Background: an optimization exercise with open tools, aiming at small area. Do not read the settings as production practice.
The RTL was checked by simulation tests, not by an equivalence proof against the original design.
No driver is modelled on the clock port, so clock power and skew are understated where the tree is cut down; a real chip needs a root buffer or a tree.
Power and IR drop assume default switching activity.

**design/flow/flow/run.sh**
```bash
#!/bin/bash
# Own layout flow: the standard ORFS flow (standard.sh), with changes that
# only affect how small the layout comes out:
#  - synthesis is synth_recipe.tcl except for the final ABC mapping of the
#    combinational logic (flow/synth.tcl): it tries each flow/abc_*.script
#    (area-oriented scripts, most with ABC's SAT-based &deepsyn at a fixed
#    seed and a bounded number of steps) and keeps the smallest netlist.
#    Adders are left to ABC instead of being mapped to half/full-adder
#    cells. Registers are mapped before ABC, so they are the standard
#    synthesis's;
#  - every port gets the smallest buffer (buf_1);
#  - CTS adds no dummy loads, and flow/post_cts.tcl drops the root clock
#    buffer (the clock port drives the two leaf buffers) and sizes each leaf
#    buffer to the smallest clkbuf that keeps the flip-flop clock slew low.
# All make output goes to flow_make.log; ORFS keeps each step's log under
# orfs/logs.
set -euo pipefail
export OWN_WORK_DIR=$PWD
export OWN_FLOW_DIR=$PWD/flow
export OWN_CLK_SLEW=0.115
bash standard.sh SYNTH_SCRIPT=$OWN_FLOW_DIR/synth.tcl ADDER_MAP_FILE= \
  "BUFFER_PORTS_ARGS=-buffer_cell sky130_fd_sc_hd__buf_1" \
  "CTS_ARGS=-sink_clustering_enable -repair_clock_nets -dont_use_dummy_load" \
  POST_CTS_TCL=$OWN_FLOW_DIR/post_cts.tcl \
  finish > $PWD/flow_make.log 2>&1
```
**design/flow/flow/abc_base.script**
```
strash
balance -l; resub -K 6 -l; rewrite -l; resub -K 6 -N 2 -l; refactor -l; resub -K 8 -l; balance -l; resub -K 8 -N 2 -l; rewrite -l; resub -K 10 -l; rewrite -z -l; resub -K 10 -N 2 -l; balance -l; resub -K 12 -l; refactor -z -l; resub -K 12 -N 2 -l; rewrite -z -l; balance -l
balance -l; resub -K 6 -l; rewrite -l; resub -K 6 -N 2 -l; refactor -l; resub -K 8 -l; balance -l; resub -K 8 -N 2 -l; rewrite -l; resub -K 10 -l; rewrite -z -l; resub -K 10 -N 2 -l; balance -l; resub -K 12 -l; refactor -z -l; resub -K 12 -N 2 -l; rewrite -z -l; balance -l
balance -l; resub -K 6 -l; rewrite -l; resub -K 6 -N 2 -l; refactor -l; resub -K 8 -l; balance -l; resub -K 8 -N 2 -l; rewrite -l; resub -K 10 -l; rewrite -z -l; resub -K 10 -N 2 -l; balance -l; resub -K 12 -l; refactor -z -l; resub -K 12 -N 2 -l; rewrite -z -l; balance -l
&get -n
&dch -f
&nf -R 1000
&put
topo
```
**design/flow/flow/abc_deepsyn.template**
```
strash
balance -l; resub -K 6 -l; rewrite -l; resub -K 6 -N 2 -l; refactor -l; resub -K 8 -l; balance -l; resub -K 8 -N 2 -l; rewrite -l; resub -K 10 -l; rewrite -z -l; resub -K 10 -N 2 -l; balance -l; resub -K 12 -l; refactor -z -l; resub -K 12 -N 2 -l; rewrite -z -l; balance -l
balance -l; resub -K 6 -l; rewrite -l; resub -K 6 -N 2 -l; refactor -l; resub -K 8 -l; balance -l; resub -K 8 -N 2 -l; rewrite -l; resub -K 10 -l; rewrite -z -l; resub -K 10 -N 2 -l; balance -l; resub -K 12 -l; refactor -z -l; resub -K 12 -N 2 -l; rewrite -z -l; balance -l
&get -n
&deepsyn -J @J@ -T 900 -S @S@
&put
balance -l; resub -K 6 -l; rewrite -l; resub -K 6 -N 2 -l; refactor -l; resub -K 8 -l; balance -l; resub -K 8 -N 2 -l; rewrite -l; resub -K 10 -l; rewrite -z -l; resub -K 10 -N 2 -l; balance -l; resub -K 12 -l; refactor -z -l; resub -K 12 -N 2 -l; rewrite -z -l; balance -l
&get -n
&dch -f
&nf -R 1000
&put
topo
```
**design/flow/flow/post_cts.tcl**
```tcl
# Trim the clock tree CTS built (a root buffer driving two leaf buffers):
# the clock port drives the leaf buffers itself, and each leaf buffer is the
# smallest clkbuf whose slew at its flip-flops stays under OWN_CLK_SLEW (ns).
set block [ord::get_db_block]
set clknet [$block findNet clk]
set roots [get_cells clkbuf_0_*]
if {[llength $roots] == 1} {
  set root [$block findInst [get_full_name $roots]]
  set mid [[$root findITerm X] getNet]
  foreach it [$mid getITerms] {
    if {[$it getInst] != $root} {
      $it disconnect
      $it connect $clknet
    }
  }
  foreach it [$root getITerms] { $it disconnect }
  odb::dbInst_destroy $root
  odb::dbNet_destroy $mid
  puts "own flow: removed root clock buffer"
}
foreach leaf [get_cells clkbuf_1_*] {
  foreach size {2 4 8 16} {
    replace_cell $leaf sky130_fd_sc_hd__clkbuf_$size
    estimate_parasitics -placement
    set worst 0
    set net [get_nets -of_objects [get_pins -of_objects $leaf -filter "direction == output"]]
    foreach pin [get_pins -of_objects $net -filter "direction == input"] {
      set s [get_property $pin slew_max]
      if {$s > $worst} { set worst $s }
    }
    puts "own flow: [get_full_name $leaf] clkbuf_$size slew $worst"
    if {$worst < $::env(OWN_CLK_SLEW)} break
  }
}
detailed_placement
check_placement -verbose
```
**design/flow/flow/synth.tcl**
```tcl
# The standard synthesis (synth_recipe.tcl), with one change: the final ABC
# mapping of the combinational logic. Instead of ORFS's script, it tries
# flow/abc_base.script and flow/abc_deepsyn.template (ABC's SAT-based
# &deepsyn, filled in with each fixed seed and step bound listed below) on the
# same netlist and keeps the smallest result. Registers are mapped before ABC
# runs, so they are the same as in the standard synthesis.
set ::own_tries {}
foreach s {0 1 2 3 4 5 6 7 8 9 10 11 12 13 14 15} { lappend ::own_tries [list $s 100] }
foreach s {0 1 2 3 4 5 6 7} { lappend ::own_tries [list $s 300] }

proc own_area {lib} {
  set f $::env(OWN_WORK_DIR)/own_abc_stat.txt
  yosys tee -q -o $f stat -liberty $lib
  set fh [open $f]
  set area 0.0
  set bufs 0.0
  foreach line [split [read $fh] "\n"] {
    if {[regexp {Chip area for module.*:\s+([0-9.]+)} $line -> a]} { set area $a }
    if {[regexp {^\s+[0-9]+\s+([0-9.]+)\s+sky130_fd_sc_hd__buf_\d+} $line -> a]} { set bufs [expr {$bufs + $a}] }
  }
  close $fh
  # ABC's buffers are removed again at floorplan, so they do not count
  return [expr {$area - $bufs}]
}

proc own_scripts {} {
  set dir $::env(OWN_WORK_DIR)/own_abc
  file mkdir $dir
  set scripts [list $::env(OWN_FLOW_DIR)/abc_base.script]
  set fh [open $::env(OWN_FLOW_DIR)/abc_deepsyn.template]
  set tmpl [read $fh]
  close $fh
  foreach t $::own_tries {
    lassign $t s j
    set name $dir/abc_deepsyn_J${j}_S${s}.script
    set fh [open $name w]
    puts -nonewline $fh [string map [list @S@ $s @J@ $j] $tmpl]
    close $fh
    lappend scripts $name
  }
  return $scripts
}

proc abc {args} {
  set i [lsearch -exact $args -script]
  set lib [lindex $args [expr {[lsearch -exact $args -liberty] + 1}]]
  if {$i < 0} { yosys abc {*}$args; return }
  yosys design -save own_pre_abc
  set best ""
  set best_area 0
  foreach sc [own_scripts] {
    yosys design -load own_pre_abc
    lset args [expr {$i + 1}] $sc
    yosys abc {*}$args
    set a [own_area $lib]
    puts "own flow: [file tail $sc] area $a"
    if {$best eq "" || $a < $best_area} { set best $sc; set best_area $a }
  }
  puts "own flow: keeping [file tail $best] (area $best_area)"
  yosys design -load own_pre_abc
  lset args [expr {$i + 1}] $best
  yosys abc {*}$args
}
source $::env(OWN_WORK_DIR)/synth_recipe.tcl
```
**design/flow/standard.sh**
```bash
#!/bin/bash
# synth_recipe.tcl (not shown) runs the flow's synth.tcl, then flattens the netlist and writes it again
# the make line also repeats each setting of config.mk as NAME=value (left out here)
make -C /OpenROAD-flow-scripts/flow DESIGN_CONFIG=/design/flow/config.mk WORK_HOME=/design/flow/orfs CLKGATE_MAP_FILE= SYNTH_SCRIPT=/design/flow/synth_recipe.tcl "${@:-finish}"
```
**design/flow/config.mk**
```make
export PLATFORM = sky130hd
export DESIGN_NAME = illum_rdcmd
export DESIGN_NICKNAME = illum_rdcmd
export VERILOG_FILES = /design/flow/design.v
export SDC_FILE = /design/flow/constraint.sdc
export NUM_CORES = 4
export LEC_CHECK = 0
export CAP_MARGIN = 20
export CORE_MARGIN = 2
export CORE_UTILIZATION = 40
export SLEW_MARGIN = 20
```
**design/flow/constraint.sdc**
```tcl
create_clock -name core_clock -period 90.0 [get_ports {clk}]
set_input_delay 18.0000 -clock core_clock [delete_from_list [all_inputs] [get_ports {clk}]]
set_output_delay 18.0000 -clock core_clock [all_outputs]
set_load 0.01 [all_outputs]
```
**design/flow/design.v**
```verilog
module illum_rdcmd (
    input  wire         clk,
    input  wire         rst,           
    input  wire         in_valid,
    input  wire [7:0]   in_data,
    output wire         out_valid,
    output reg  [2:0]   out_err,
    output reg  [2:0]   out_rc,        
    output wire [7:0]   out_head_bcd,  
    output wire [7:0]   out_bcc        
);
    reg [4:0] q;
    reg [6:0] head;      
    reg       hc;        
    reg       neg;       
    reg [2:0] s;
    reg       eq;
    reg [1:0] fq;
    wire       syn    = (s == 3'd7) & fq[1];
    wire       first  = (s == 3'd0) & (fq == 2'd0) & ~eq;
    wire       intp   = (s == 3'd0) ? ~fq[0] : (fq == 2'd0);
    wire       q_hi   = q[4] & q[3];             
    wire       q_zero = (q == 5'd0);
    wire       q_one  = (q == 5'd1);
    wire [4:0] q_dec  = {q[4] & (q[3] | q[2] | q[1] | q[0]),
                         q[3] ^ ~(q[2] | q[1] | q[0]),
                         q[2] ^ ~(q[1] | q[0]),
                         q[1] ^ ~q[0],
                         ~q[0]};
    wire [3:0] d      = in_data[3:0];
    wire       hi3    = (in_data[7:4] == 4'h3);
    wire       isdig  = hi3 & ~(d[3] & (d[2] | d[1]));
    wire       isdot  = (in_data == 8'h2E);
    wire       issign = (in_data == 8'h2B) || (in_data == 8'h2D);
    wire       dnz    = |d;
    wire       d9     = d[3] & d[0];
    wire       len_gt = in_data[7] | in_data[6] | in_data[5] | (in_data[4] & |in_data[3:0]);
    wire       bad_op = |in_data[7:1];
    wire [2:0] s_inc  = {s[2] | (s[1] & s[0]), s[1] ^ s[0] | (s[2] & s[1]), ~s[0] | (s[2] & s[1])};
    wire       thr9   = (s == 3'd2 && fq != 2'd3) || (s == 3'd3 && fq == 2'd1);
    reg  [7:0] au_ch;
    wire       au_ok = (in_data == au_ch);
    always @(*) begin
        case (q[1:0])
            2'd0:    au_ch = "a";
            2'd3:    au_ch = "u";
            2'd2:    au_ch = "t";
            default: au_ch = "o";
        endcase
    end
    always @(posedge clk) begin
        if (rst) begin
            q <= 5'd31;
        end else if (!in_valid) begin
            if (q_zero) q <= 5'd31;
        end else if (q_zero) begin
            q <= 5'd30;
        end else if (q_hi & ~q[1] & ~q[0]) begin
            q <= len_gt ? 5'd0 : in_data[4:0];
        end else begin
            q <= q_dec;
        end
    end
    always @(posedge clk) begin
        if (in_valid) begin
            if (q_zero | (q_hi & q[1] & q[0]))
                head <= in_data[6:0] | {in_data[7], in_data[7], 2'b00, in_data[7], 2'b00};
            if (q_hi & q[1] & ~q[0]) begin
                eq   <= bad_op;
                hc   <= in_data[0];
            end
            if (q_hi & ~q[1] & q[0]) begin
                eq   <= eq | bad_op;
                hc   <= hc ^ in_data[0];
            end
            if (q_hi & ~q[1] & ~q[0]) begin
                neg   <= len_gt | eq;
                s     <= eq ? 3'd7 : 3'd0;
                fq    <= {eq, 1'b0};
            end
            if (~q_hi & ~q_zero) begin
                if (isdig) begin
                    if (intp) begin
                        if (s == 3'd0) begin
                            if (!dnz) eq <= 1'b1;
                            else begin
                                s  <= {1'b0, d[3] | d[2] | (d[1] & d[0]), ~(d[3] | d[2] | (d[1] & d[0]))};
                                eq <= (d == 4'd2);
                                fq <= 2'd0;
                            end
                        end else begin
                            s <= s_inc;
                            if (!d9) eq <= 1'b0;
                        end
                    end else begin
                        if (s == 3'd0) begin
                            if (dnz) begin s <= 3'd1; eq <= 1'b0; end
                            else eq <= 1'b1;
                        end else begin
                            if (~s[2] & s[1]) fq <= {fq[1] | fq[0], fq[1] | ~fq[0]};
                            if (eq) begin
                                if (thr9) begin
                                    if (!d9) eq <= 1'b0;
                                end else if (dnz) begin
                                    s  <= s_inc;
                                    eq <= 1'b0;
                                end
                            end
                        end
                    end
                    if (neg && dnz) s <= 3'd7;
                end else if (isdot) begin
                    if (!intp) begin s <= 3'd7; fq <= 2'd2; eq <= 1'b0; end
                    else fq <= 2'd1;
                end else if (first && issign) begin
                    neg <= neg | in_data[2];
                    fq  <= 2'd2;
                end else begin
                    s   <= 3'd7;
                    fq  <= 2'd2;
                    eq  <= first & au_ok & (q == 5'd4);
                end
                if (syn) eq <= eq & (neg | au_ok);
            end
        end
    end
    function [3:0] a3(input [3:0] x);
        a3 = {x[3] | (x[2] & (x[1] | x[0])),
              (x[2] & ~x[1] & ~x[0]) | (x[3] & x[0]),
              (x[1] & (~x[2] | x[0])) | (x[3] & ~x[0]),
              (~x[3] & ~x[2] & x[0]) | (x[2] & x[1] & ~x[0]) | (x[3] & ~x[0])};
    endfunction
    wire [3:0] c1 = a3({1'b0, head[6:4]});
    wire [3:0] c2 = a3({c1[2:0], head[3]});
    wire [3:0] c3 = a3({c2[2:0], head[2]});
    wire [3:0] c4 = a3({c3[2:0], head[1]});
    wire [3:0] h_tens = {c1[3], c2[3], c3[3], c4[3]};
    wire [3:0] h_ones = {c4[2:0], head[0]};
    wire       h_big  = head[6] & head[5] & (head[4] | head[3] | head[2]);
    wire       dig    = (s != 3'd0) | eq;
    wire       is_auto = syn & eq & ~neg;
    always @(*) begin
        case (s)
            3'd3:    out_rc = 3'd2;
            3'd4:    out_rc = 3'd3;
            3'd5:    out_rc = 3'd4;
            3'd6:    out_rc = 3'd5;
            3'd7:    out_rc = 3'd6;
            default: out_rc = 3'd1;
        endcase
        if (is_auto) out_rc = 3'd0;
        if (syn & eq & neg)             out_err = 3'd1;
        else if (first & neg)           out_err = 3'd2;
        else if (!is_auto && (syn || !dig)) out_err = 3'd3;
        else if (!is_auto && s == 3'd7) out_err = 3'd4;
        else if (h_big)                 out_err = 3'd5;
        else                            out_err = 3'd0;
    end
    assign out_valid    = q_zero;
    assign out_head_bcd = {h_tens, h_ones};
    assign out_bcc      = {{4{out_err[0]}}, h_tens ^ h_ones ^ {3'd0, hc} ^ {1'b0, out_rc}};
endmodule
```
==> run summary <==
cell usage in the layout, fill, tap and decap left out, types with 3 or more instances in the layout:
cell type,n
buf_1,33
o21ai_0,26
nor2_1,24
nand2_1,21
edfxtp_1,15
a21oi_1,14
nor3_1,9
xnor2_1,8
nand2b_1,6
nand3_1,6
xor2_1,5
clkinv_1,5
dfxtp_1,5
and3_1,4
or2_0,4
nor2b_1,4
a21o_1,4
a41oi_1,3
a22oi_1,3
a211oi_1,3
o22ai_1,3
stage by stage:
step | total power [mW] | cells | cell area [um^2] | hold slack [ns] | util (%)
2_1_floorplan | 0.0193 | 202 | 1590 | 0.488 | -
3_3_place_gp | 0.0222 | 278 | 1730 | 0.524 | 46.3
3_5_place_dp | 0.0222 | 278 | 1730 | 0.531 | 46.3
5_1_grt | 0.0274 | 280 | 1750 | 0.589 | 46.7
6_report | 0.0255 | 280 | 1750 | 0.554 | 46.7
critical path, cell delays in order (launching register included):
cell	delay, ns
edfxtp_1	0.49
xor2_1	0.22
nor2_1	0.08
nor2_1	0.21
nand3_1	0.10
o21ai_0	0.19
xor2_1	0.22
nor2_1	0.08
o21ai_0	0.45
clkinv_1	0.12
o21ai_0	0.22
a21oi_1	0.11
and2_0	0.16
o211ai_1	0.36
nand2b_1	0.10
a21oi_1	0.22
xnor2_1	0.13
buf_1	0.16
layout make-up:
class                   count  area (um^2)  area share, %
clock buffers               2         15.0          0.858
inverters                   5         18.8           1.07
multi-input cells         172          981           56.1
flip-flops and latches     20          551           31.5
well taps                  48         60.1           3.43
repair buffers             33          124           7.08
power by group through the flow:
stage	combinational, mW	clock (mW)	sequential (mW)
after floorplan	0.00756	0	0.0117
after global placement	0.0102	0	0.0120
after detailed placement	0.0102	0	0.0120
after global routing	0.0115	0.00401	0.0120
final	0.0102	0.00353	0.0118
metal layers:
metal	wire length (um)	track usage [%]
met1	1910	26.7
met2	1870	32.5
met3	211	1.86
met4	65	6.89
met5	0	0
sequential cells by signal, summed over array words and instances, names as in the netlist:
signal,flops
eq,1
fq,2
hc,1
head,7
neg,1
q,5
s,3
cells by family after synthesis:
| logic type | Yosys count | synth area share [%] |
|---|---|---|
| AOI/OAI and AO/OA | 71 | 28.0 |
| xor gates and xnor gates | 13 | 7.17 |
| buffers and inverters | 10 | 3.55 |
| DFF | 20 | 34.7 |
| and+or+nand+nor | 88 | 26.6 |
worst max-delay path by stage:
| stage | from | endpoint | slack [ns] |
|---|---|---|---|
| after global routing | head[6]$_DFFE_PP_ | out_bcc[2] | 67.69 |
| after global placement | head[6]$_DFFE_PP_ | out_bcc[2] | 68.54 |
| after detailed placement | head[6]$_DFFE_PP_ | out_bcc[2] | 68.40 |
| after floorplan | head[6]$_DFFE_PP_ | out_bcc[2] | 68.35 |
| final | head[6]$_DFFE_PP_ | out_bcc[2] | 68.22 |
==> flow_summary.toml <==
[outcome]
outcome = "timing/DRC/antenna clean"

[hold_path]
worstHoldStart = "q[1]$_SDFFE_PP1P_"
min_path_type = "reg2reg"
whs_endpoint = "q[1]$_SDFFE_PP1P_"
holdPathStages = 1

[route]
ant_nets = 0
post_drt_wl_per_cell_um = 14.5
vias = 1606
drcViolationCount = 0
vias_per_cell = 5.74
dr.first_iter.drc_count = 106
dr.pass1.iters = 4
wl_um = 4060

[logic_synthesis]
synth_cell_types = 39
synthArstFlopShare_pct = 0
synth_nets = 213
synth_edf_count = 15
yosysMostFrequentCell = "o21ai_0"
avgSynthCellArea_um2 = 7.86
seq_area_frac_synth_pct = 34.7
synth_area_leaders = "edfxtp_1 28%, o21ai_0 8.2%, dfxtp_1 6.3%"
synthTopCellsByCount = "26 x o21ai_0, 24 x nor2_1, 21 x nand2_1, 15 x edfxtp_1, 14 x a21oi_1"
ys.flop_type = "edfxtp_1"
synth_cells = 202
yosysTopAreaCell = "edfxtp_1"
ys_warn_count = 1
synth_top_area_share_pct = 28.4
synth.ff_latch_count = 20
synth_area_um2 = 1590

[placed_design]
numPortBuffers = 33
place_hpwl_um = 3150
pre_cts_slack_ns = 68.40
place_congestion = 0.854

[floorplan]
die-area_um2 = 4490
die_w_um = 67.0
core_um2 = 3740
ios = 34
dieHeight_um = 67.0
rows = 22
start_util_pct = 42.4

[power]
pwr-share-seq_pct = 46.3
cellLeakagePower_nw = 0.562
p_per_area_nw_per_um2 = 14.6
clkPwrFrac_pct = 13.8
p_sw_share_pct = 38.1
internal-power_mw = 0.0158
vdd_ir_drop_max_v = 0.00000667
pwr-share-comb_pct = 39.8
p_sw_mw = 0.00972

[global_route]
first_global_vias = 1417
track_usage_pct = 19.7
grt_pass1_wl_um = 6760
grt_max_degree = 15
antenna_found_initial = 0
gr-total-overflow = 0

[sta]
final.min_clock_period_ns = 21.78
fin_skew_ns = 0.00216
hold_viol_final = 0
slew_headroom_pct = 51.0
setup_slack_ns = 68.22
slew_violations = 0
rsz0062_at_grt = "false"
finalCritPeriodShare_pct = 24.2
tightest_slew_ns = 0.729
fin_tns_setup_ns = 0
clock.fmax_ghz = 0.0459
final-setup-viol-count = 0

[worst_setup_path]
worstPathRequired_ns = 72.00
path_class = "reg2out"
rr_startpoint = "s[0]$_DFFE_PP_"
crit_fanout = 7
crit_arrival_ns = 3.78
r2r-end = "s[0]$_DFFE_PP_"
cp-end-kind = "output pin"
r2r_cells = 7
start_kind = "register"
reg2reg_slack_ns = 87.24

[finish]
fillers = 405
layout-drive-gt1-share_pct = 0.862
diodes = 0
nets = 245
syn_to_final_growth_pct = 10.2

[cts]
clock_latency_ns = 0.17
clock_sinks = 20
clk_pin_slew_worst_paths_ns = 0.11

[job]
cap_violations = 0

-- what the ideal ports hide --
No port has a modelled driver above. Below, the same layout with a new extraction and two added sets of constraints. Step 1 assumes that a clkbuf_16 drives the clock port and a buf_2 every other input. Step 2 also shifts input and output timing later by t, the mid clock arrival at the registers, as if the neighbouring blocks saw the same clock. Slacks: ideal ports / drivers / drivers and shift; pairs: ideal ports / drivers.
t, ns: 0.200
setup slack, ns: 68.225 / 68.194 / 68.394
latest minus earliest clock arrival (ns): 0.002 / 0.002
After both steps this run still meets setup and hold. The setup slack of this run moves by -0.031 ns with the drivers and by +0.169 ns with both steps.
